From an optimization exercise on the open Yosys and OpenROAD flow, aimed at small area, a short achievable clock period and few clock cycles per item; shortcuts taken in it are not production practice.
Function was checked by simulation only, so behaviour that the tests miss may differ from the original.

==> exp/ember <==
// filter_core
module filter_core #(
    parameter NMAX = 32
) (
    input  wire        clk,
    input  wire        rst_n,
    input  wire        cmd_valid,
    output wire        cmd_ready,
    input  wire [23:0] cmd_data,
    output wire        rsp_valid,
    input  wire        rsp_ready,
    output wire [31:0] rsp_data,
    output wire        fault_o
);
clock: 12.0 ns
lec_check: 0
cap_margin: 20
core_margin: 2
core_utilization: 40
setup_slack_margin: 5
slew_margin: 20
run.sh (not shown) runs the stock make flow with config.mk's settings and CLKGATE_MAP_FILE= SYNTH_SCRIPT=/design/flow/synth_recipe.tcl, a recipe that flattens the netlist after the stock synthesis.
==> inputs of exp/tundra, as changes to exp/ember <==
--- a/flow/design.v
+++ b/flow/design.v
@@ -252,17 +252,16 @@
     wire       bg_restart;
     reg [1:0]  xstep;        
     reg [3:0]  mstep;        
     reg [31:0] cmin, cmax, cmed;
     reg [4:0]  kk;
     reg [7:0]  min1, max1, medv;
-    reg [9:0]  nmm_r;        
     reg [3:0]  gh_r [0:3];   
     reg [3:0]  g0_r [0:3];
     reg [3:0]  g1_r [0:3];
-    wire       xdone  = (xstep == 2'd3);
+    wire       xdone  = (xstep == 2'd2);
     wire       mdn    = mstep[3];
     wire       xfirst = (xstep == 2'd0);
     wire       mfirst = (mstep == 4'd0);
     reg [31:0] xb [0:3];
     reg [31:0] bh, bl;
     integer j, q;
@@ -290,13 +289,13 @@
             min_b[3-q] = !zz;
             oo = |(cmax_n & xb[q]);
             if (oo) cmax_n = cmax_n & xb[q];
             max_b[3-q] = oo;
         end
     end
-    wire [31:0] cmed_e = mfirst ? vm : cmed;
+    wire [31:0] cmed_e = (mstep == 4'd1) ? vm : cmed;
     wire [4:0]  wm1    = wcnt[4:0] - 5'd1;
     wire [4:0]  kk_e   = (mstep == 4'd1) ? {1'b0, wm1[4:1]} : kk;
     wire [31:0] md_h0  = cmed_e & ~bh;
     wire [31:0] md_h1  = cmed_e & bh;
     function [3:0] pc8(input [7:0] v);
         integer p;
@@ -305,15 +304,17 @@
             for (p = 0; p < 8; p = p + 1)
                 pc8 = pc8 + {3'd0, v[p]};
         end
     endfunction
     wire [31:0] md_l0  = md_h0 & ~bl;
     wire [31:0] md_l1  = md_h1 & ~bl;
-    wire [5:0]  zh_r   = {2'd0, gh_r[0]} + {2'd0, gh_r[1]} + {2'd0, gh_r[2]} + {2'd0, gh_r[3]};
-    wire [5:0]  zl0_r  = {2'd0, g0_r[0]} + {2'd0, g0_r[1]} + {2'd0, g0_r[2]} + {2'd0, g0_r[3]};
-    wire [5:0]  zl1_r  = {2'd0, g1_r[0]} + {2'd0, g1_r[1]} + {2'd0, g1_r[2]} + {2'd0, g1_r[3]};
+    reg  [5:0]  mc_h, mc_0, mc_1;
+    wire        m1     = (mstep == 4'd1);
+    wire [5:0]  zh_r   = m1 ? mc_h : {2'd0, gh_r[0]} + {2'd0, gh_r[1]} + {2'd0, gh_r[2]} + {2'd0, gh_r[3]};
+    wire [5:0]  zl0_r  = m1 ? mc_0 : {2'd0, g0_r[0]} + {2'd0, g0_r[1]} + {2'd0, g0_r[2]} + {2'd0, g0_r[3]};
+    wire [5:0]  zl1_r  = m1 ? mc_1 : {2'd0, g1_r[0]} + {2'd0, g1_r[1]} + {2'd0, g1_r[2]} + {2'd0, g1_r[3]};
     wire        md_bh  = !({1'b0, kk_e} < zh_r);
     wire [4:0]  kk_h   = md_bh ? kk_e - zh_r[4:0] : kk_e;
     wire [31:0] cmed_h = md_bh ? md_h1 : md_h0;
     wire [5:0]  z_l    = md_bh ? zl1_r : zl0_r;
     wire        md_bl  = !({1'b0, kk_h} < z_l);
     wire [4:0]  kk_l   = md_bl ? kk_h - z_l[4:0] : kk_h;
@@ -359,36 +360,54 @@
     reg [47:0] mprod [0:MM-1];
     always @(*) begin
         for (m = 0; m < MM; m = m + 1)
             mprod[m] = mulcs(pin[m], kin[m] & {8{pval[m]}});
     end
     wire [7:0] rdk_val = kin[kslot[MW-1:0]];
-    wire [7:0] wlast = wp[31];
-    wire [7:0] c_lim = limf(fa, wlast, limit_r);
-    wire [7:0] slide_v = o_csavg ? c_lim : fa;
+    reg  [33:0] op_r;
+    reg         tr_ok;
+    wire [7:0] slide_v = o_csavg ? op_r[7:0] : fa;
     wire [24:0] t_sl_w  = ksadd({11'd0, ts_r}, {16'd0, slide_v}, 1'b0);
     wire [12:0] t_slide = t_sl_w[12:0];
+    function [13:0] trterm(input [7:0] v, input [7:0] lo, input [7:0] hi);
+        reg [47:0] c;
+        reg [24:0] w;
+        begin
+            c = csa({16'd0, v}, {10'd0, 6'h3F, ~lo}, {10'd0, 6'h3F, ~hi});
+            w = ksadd({10'd0, c[13:0]}, {10'd0, c[37:24]}, 1'b1);
+            if (v <= lo)      trterm = {6'h3F, ~hi};
+            else if (v >= hi) trterm = {6'h3F, ~lo};
+            else              trterm = w[13:0];
+        end
+    endfunction
     wire [7:0]  tv   = o_smavg ? fa : w0_r;
     wire        v_le = (tv <= min1);
     wire        v_ge = (tv >= max1);
     wire [7:0]  mn   = v_le ? tv : min1;
     wire [7:0]  mx   = v_ge ? tv : max1;
-    wire [24:0] v_mm_w = ksadd({16'd0, tv}, {14'd0, nmm_r}, 1'b0);
-    wire [10:0] v_mm = {~v_mm_w[10], v_mm_w[9:0]};
-    wire [13:0] d_tr = v_le ? {6'h3F, ~max1} :
-                       v_ge ? {6'h3F, ~min1} : {{3{v_mm[10]}}, v_mm};
-    wire [13:0] d_av = {6'd0, o_avg ? w0_r : slide_v};
-    wire [13:0] d_dn = o_trim ? d_tr : d_av;
+    wire [13:0] d_tr = trterm(tv, min1, max1);
+    wire [13:0] d_dn = o_trim ? op_r[13:0] : {6'd0, op_r[7:0]};
+    wire [7:0]  i_tv  = (iop == OP_SMAVG) ? ia : w0_r;
+    wire [47:0] i_pl  = mulcs(ia, kp[31]);
+    reg  [33:0] i_op;
+    always @(*) begin
+        case (iop)
+            OP_CSAVG:          i_op = {26'd0, limf(ia, wp[31], limit_r)};
+            OP_AVG:            i_op = {26'd0, w0_r};
+            OP_MAVG, OP_SMAVG: i_op = {20'd0, trterm(i_tv, min1, max1)};
+            OP_WSAVG:          i_op = {i_pl[40:24], i_pl[16:0]};
+            default:           i_op = {26'd0, ia};
+        endcase
+    end
     wire [24:0] x_dn_w = ksadd({10'd0, tw_r}, {10'd0, d_dn}, 1'b0);
     wire [13:0] x_dn = x_dn_w[13:0];
     wire [5:0]  e_d  = o_trim ? nm2[5:0] : n_r[5:0];
     wire [6:0]  e_d3 = o_trim ? n23_r : n3_r;
     wire [7:0]  e_s  = r4step(x_dn[13:8], x_dn[7:6], e_d, e_d3);
     wire [7:0]  nm2  = n_r - 8'd2;
-    wire [47:0] pl_cs  = mulcs(fa, kp[31]);
-    wire [47:0] xw_cs  = csa({3'd0, pacc}, pl_cs[23:0], pl_cs[47:24]);
+    wire [47:0] xw_cs  = csa({3'd0, pacc}, {7'd0, op_r[16:0]}, {7'd0, op_r[33:17]});
     wire [24:0] x_ws_w = ksadd(xw_cs[23:0], xw_cs[47:24], 1'b0);
     wire [20:0] x_ws   = x_ws_w[20:0];
     reg  [13:0] dk_r;        
     reg  [5:0]  dn_r;        
     reg  [5:0]  dn_d;        
     reg  [6:0]  dn_d3;       
@@ -436,28 +455,44 @@
     wire [7:0] n_s2 = r4step(n_s1[5:0], dl[5:4], dn_d, dn_d3);
     wire [7:0] n_s3 = r4step(n_s2[5:0], dl[3:2], dn_d, dn_d3);
     wire [7:0] n_l  = {dl[1:0], n_s1[7:6], n_s2[7:6], n_s3[7:6]};
     reg [5:0] nh_r;          
     wire [5:0] o_rr = n_s1[5:0];
     wire [7:0] o_q  = {dl[5:0], n_s1[7:6]};
-    wire [24:0] o_cmp = ksadd({18'd0, o_rr}, {18'd0, ~nh_r}, 1'b1);
+    reg  [7:0]  thr1, thr2, thr3, thr4;
+    wire [7:0]  f_x   = {dn_r, dlk[1:0]};
+    wire [2:0]  f_dg  = {2'd0, f_x >= thr1} + {2'd0, f_x >= thr2} +
+                        {2'd0, f_x >= thr3} + {2'd0, f_x >= thr4};
     wire [5:0]  dl_inc = dl[5:0] + 6'd1;
-    wire [1:0]  o_dg   = n_s1[7:6];
-    wire [7:0]  w_res  = !o_cmp[6]      ? o_q :
-                         (o_dg == 2'd3) ? {dl_inc, 2'd0} :
-                                          {dl[5:0], o_dg + 2'd1};
-    wire stall  = ok_exec && ((o_trim && !xdone) || (o_med && !mdn) ||
+    wire [7:0]  w_res  = f_dg[2] ? {dl_inc, 2'd0} : {dl[5:0], f_dg[1:0]};
+    wire stall  = ok_exec && ((o_trim && !(xdone && tr_ok)) || (o_med && !mdn) ||
                               ((o_wsavg || o_rdk) && !mdone) ||
                               ((o_rdw || o_wset || o_rdk) && !sub_q));
     wire go     = ok_exec && !stall;
     wire do_shift_w = go && (o_wpush || o_slide);
     wire do_wset    = go && o_wset;
     wire do_kpush   = go && o_kpush;
     wire do_reset   = go && o_reset;
     wire [7:0] shift_in = o_wpush ? fa : slide_v;
     assign bg_restart = do_shift_w || do_wset || do_kpush || do_reset;
+    wire [7:0] mc_nv  = o_wset ? fa : shift_in;
+    wire       mc_in  = do_shift_w || do_wset;
+    wire       mc_out = (do_shift_w && !o_wpush) || do_wset;
+    wire [2:0] mc_a   = mc_in  ? {mc_nv[7] & ~mc_nv[6], ~mc_nv[7] & ~mc_nv[6], ~mc_nv[7]} : 3'd0;
+    wire [2:0] mc_s   = mc_out ? {w0_r[7] & ~w0_r[6], ~w0_r[7] & ~w0_r[6], ~w0_r[7]} : 3'd0;
+    always @(posedge clk) begin
+        if (!rst_n || do_reset) begin
+            mc_h <= 6'd0;
+            mc_0 <= 6'd0;
+            mc_1 <= 6'd0;
+        end else begin
+            mc_h <= mc_h + {5'd0, mc_a[0]} - {5'd0, mc_s[0]};
+            mc_0 <= mc_0 + {5'd0, mc_a[1]} - {5'd0, mc_s[1]};
+            mc_1 <= mc_1 + {5'd0, mc_a[2]} - {5'd0, mc_s[2]};
+        end
+    end
     wire [5:0]  wcnt_n   = do_reset ? 6'd0 : (go && o_wpush) ? wcnt + 6'd1 : wcnt;
     wire [12:0] ksum_n   = do_reset ? 13'd0 : do_kpush ? ksum + {5'd0, fa} : ksum;
     wire [5:0]  gs6      = (6'd32 - wcnt_n) >> MW;
     wire [GW-1:0] gstart_n = gs6[GW-1:0];
     wire dith_eq = (fa == dcand);
     always @(posedge clk) begin
@@ -491,12 +526,14 @@
             rsp_r   <= 32'd0;
             vm      <= 32'd0;
         end else begin
             case (state)
             S_IDLE: begin
                 cmd_r    <= cmd_data;
+                op_r     <= i_op;
+                tr_ok    <= xdone;
                 flt_q    <= dec_fault;
                 o_reset  <= (iop == OP_RESET);
                 o_rdw    <= (iop == OP_RDW);
                 o_rdk    <= (iop == OP_RDK);
                 o_wset   <= (iop == OP_WSET);
                 o_setn   <= (iop == OP_SETN);
@@ -523,12 +560,16 @@
                         rsp_r  <= {8'd0, fast_data};
                         if (f_reset) fault_q <= 1'b0;
                     end
                 end
             end
             S_EXEC: begin
+                if (ok_exec && o_trim && xdone && !tr_ok) begin
+                    op_r[13:0] <= d_tr;
+                    tr_ok      <= 1'b1;
+                end
                 if (flt_q != E_NONE) begin
                     err[flt_q] <= 1'b1;
                     if (mode != M_FAULT) begin
                         fcode <= flt_q;
                         fcmd  <= cmd_r;
                         mode  <= M_FAULT;
@@ -710,24 +751,26 @@
         w0_r  <= wrd;
         sub_q <= in_exec && (o_rdw || o_wset || (o_rdk && mdone)) && !sub_q;
         ts_r  <= tsum - {5'd0, w0_r};
         nh_r  <= n_r[5:0] - {1'b0, n_r[5:1]};
         n3_r  <= {n_r[5:0], 1'b0} + {1'b0, n_r[5:0]};
         n23_r <= n3_r - 7'd6;
+        thr1  <= {2'd0, nh_r};
+        thr2  <= thr1 + {2'd0, n_r[5:0]};
+        thr3  <= thr2 + {2'd0, n_r[5:0]};
+        thr4  <= thr3 + {2'd0, n_r[5:0]};
         tw_r  <= {1'b0, tsum} - {6'd0, w0_r} + {7'd0, n_r[7:1]};
     end
     always @(posedge clk) begin
         if (!rst_n || bg_restart) begin
             xstep <= 2'd0;
-            mstep <= 4'd0;
+            mstep <= 4'd1;
             mst   <= B_RUN0;
             gi    <= gstart_n;
             pacc  <= {9'd0, ksum_n[12:1]};
         end else begin
-            if (xstep == 2'd2)
-                nmm_r <= ~({2'd0, min1} + {2'd0, max1});
             if (!xdone)
                 xstep <= xstep + 2'd1;
             if (!xstep[1]) begin
                 cmin  <= cmin_n;
                 cmax  <= cmax_n;
                 min1  <= {min1[3:0], min_b};
@@ -738,13 +781,12 @@
                 if (!mstep[0]) begin
                     for (q = 0; q < 4; q = q + 1) begin
                         gh_r[q] <= pc8(md_h0[8*q +: 8]);
                         g0_r[q] <= pc8(md_l0[8*q +: 8]);
                         g1_r[q] <= pc8(md_l1[8*q +: 8]);
                     end
-                    if (mfirst) cmed <= vm;
                 end else begin
                     kk    <= kk_l;
                     cmed  <= cmed_l;
                     medv  <= {medv[5:0], md_bh, md_bl};
                 end
             end
==> summary of the runs <==
Against exp/tundra, the count of clock-buffer cells in the layout of exp/ember is lower by 28.
First-iteration DRC count: exp/ember is higher than exp/tundra (0.94%).
Final area: exp/tundra is larger than exp/ember (6.3%).
Of exp/ember and exp/tundra, exp/tundra has the higher area after synthesis (gap about 6.5%, measured against exp/tundra).
In exp/ember the sequential share of layout area is higher than in exp/tundra, by 0.55 points.
Testbench counts of exp/ember, summed over its fixed seeds: cycles 20,042, commands 5,286.
Testbench counts of exp/tundra, summed over its fixed seeds: cycles 19,768, commands 5,286.

[separate check: timing with driven ports]
How much do the figures lean on ideal ports? The routed layouts below were timed once more, with nothing changed but the port constraints.
Step 1, drivers: a clkbuf_16 drives clk and a buf_2 each remaining input, both assumed.
Step 2 also shifts input and output timing later by t, the mid clock arrival at the registers, as if the neighbouring blocks saw the same clock.
Slacks: ideal / step 1 / step 2; pairs: ideal / step 1.
run | shift t [ns] | slack for setup (ns) | hold WS [ns] | worst data-port slew with drivers (ns)
exp/ember | 0.952 | 4.766 / 4.766 / 4.230 | 0.353 / 0.353 / 0.353 | 0.04
exp/tundra | 0.956 | 4.977 / 4.977 / 4.390 | 0.325 / 0.325 / 0.325 | 0.04
After both steps setup and hold are still met in every run listed. The setup slack of exp/tundra, which loses most, moves by 0.000 ns with the drivers and by -0.587 ns with both steps.
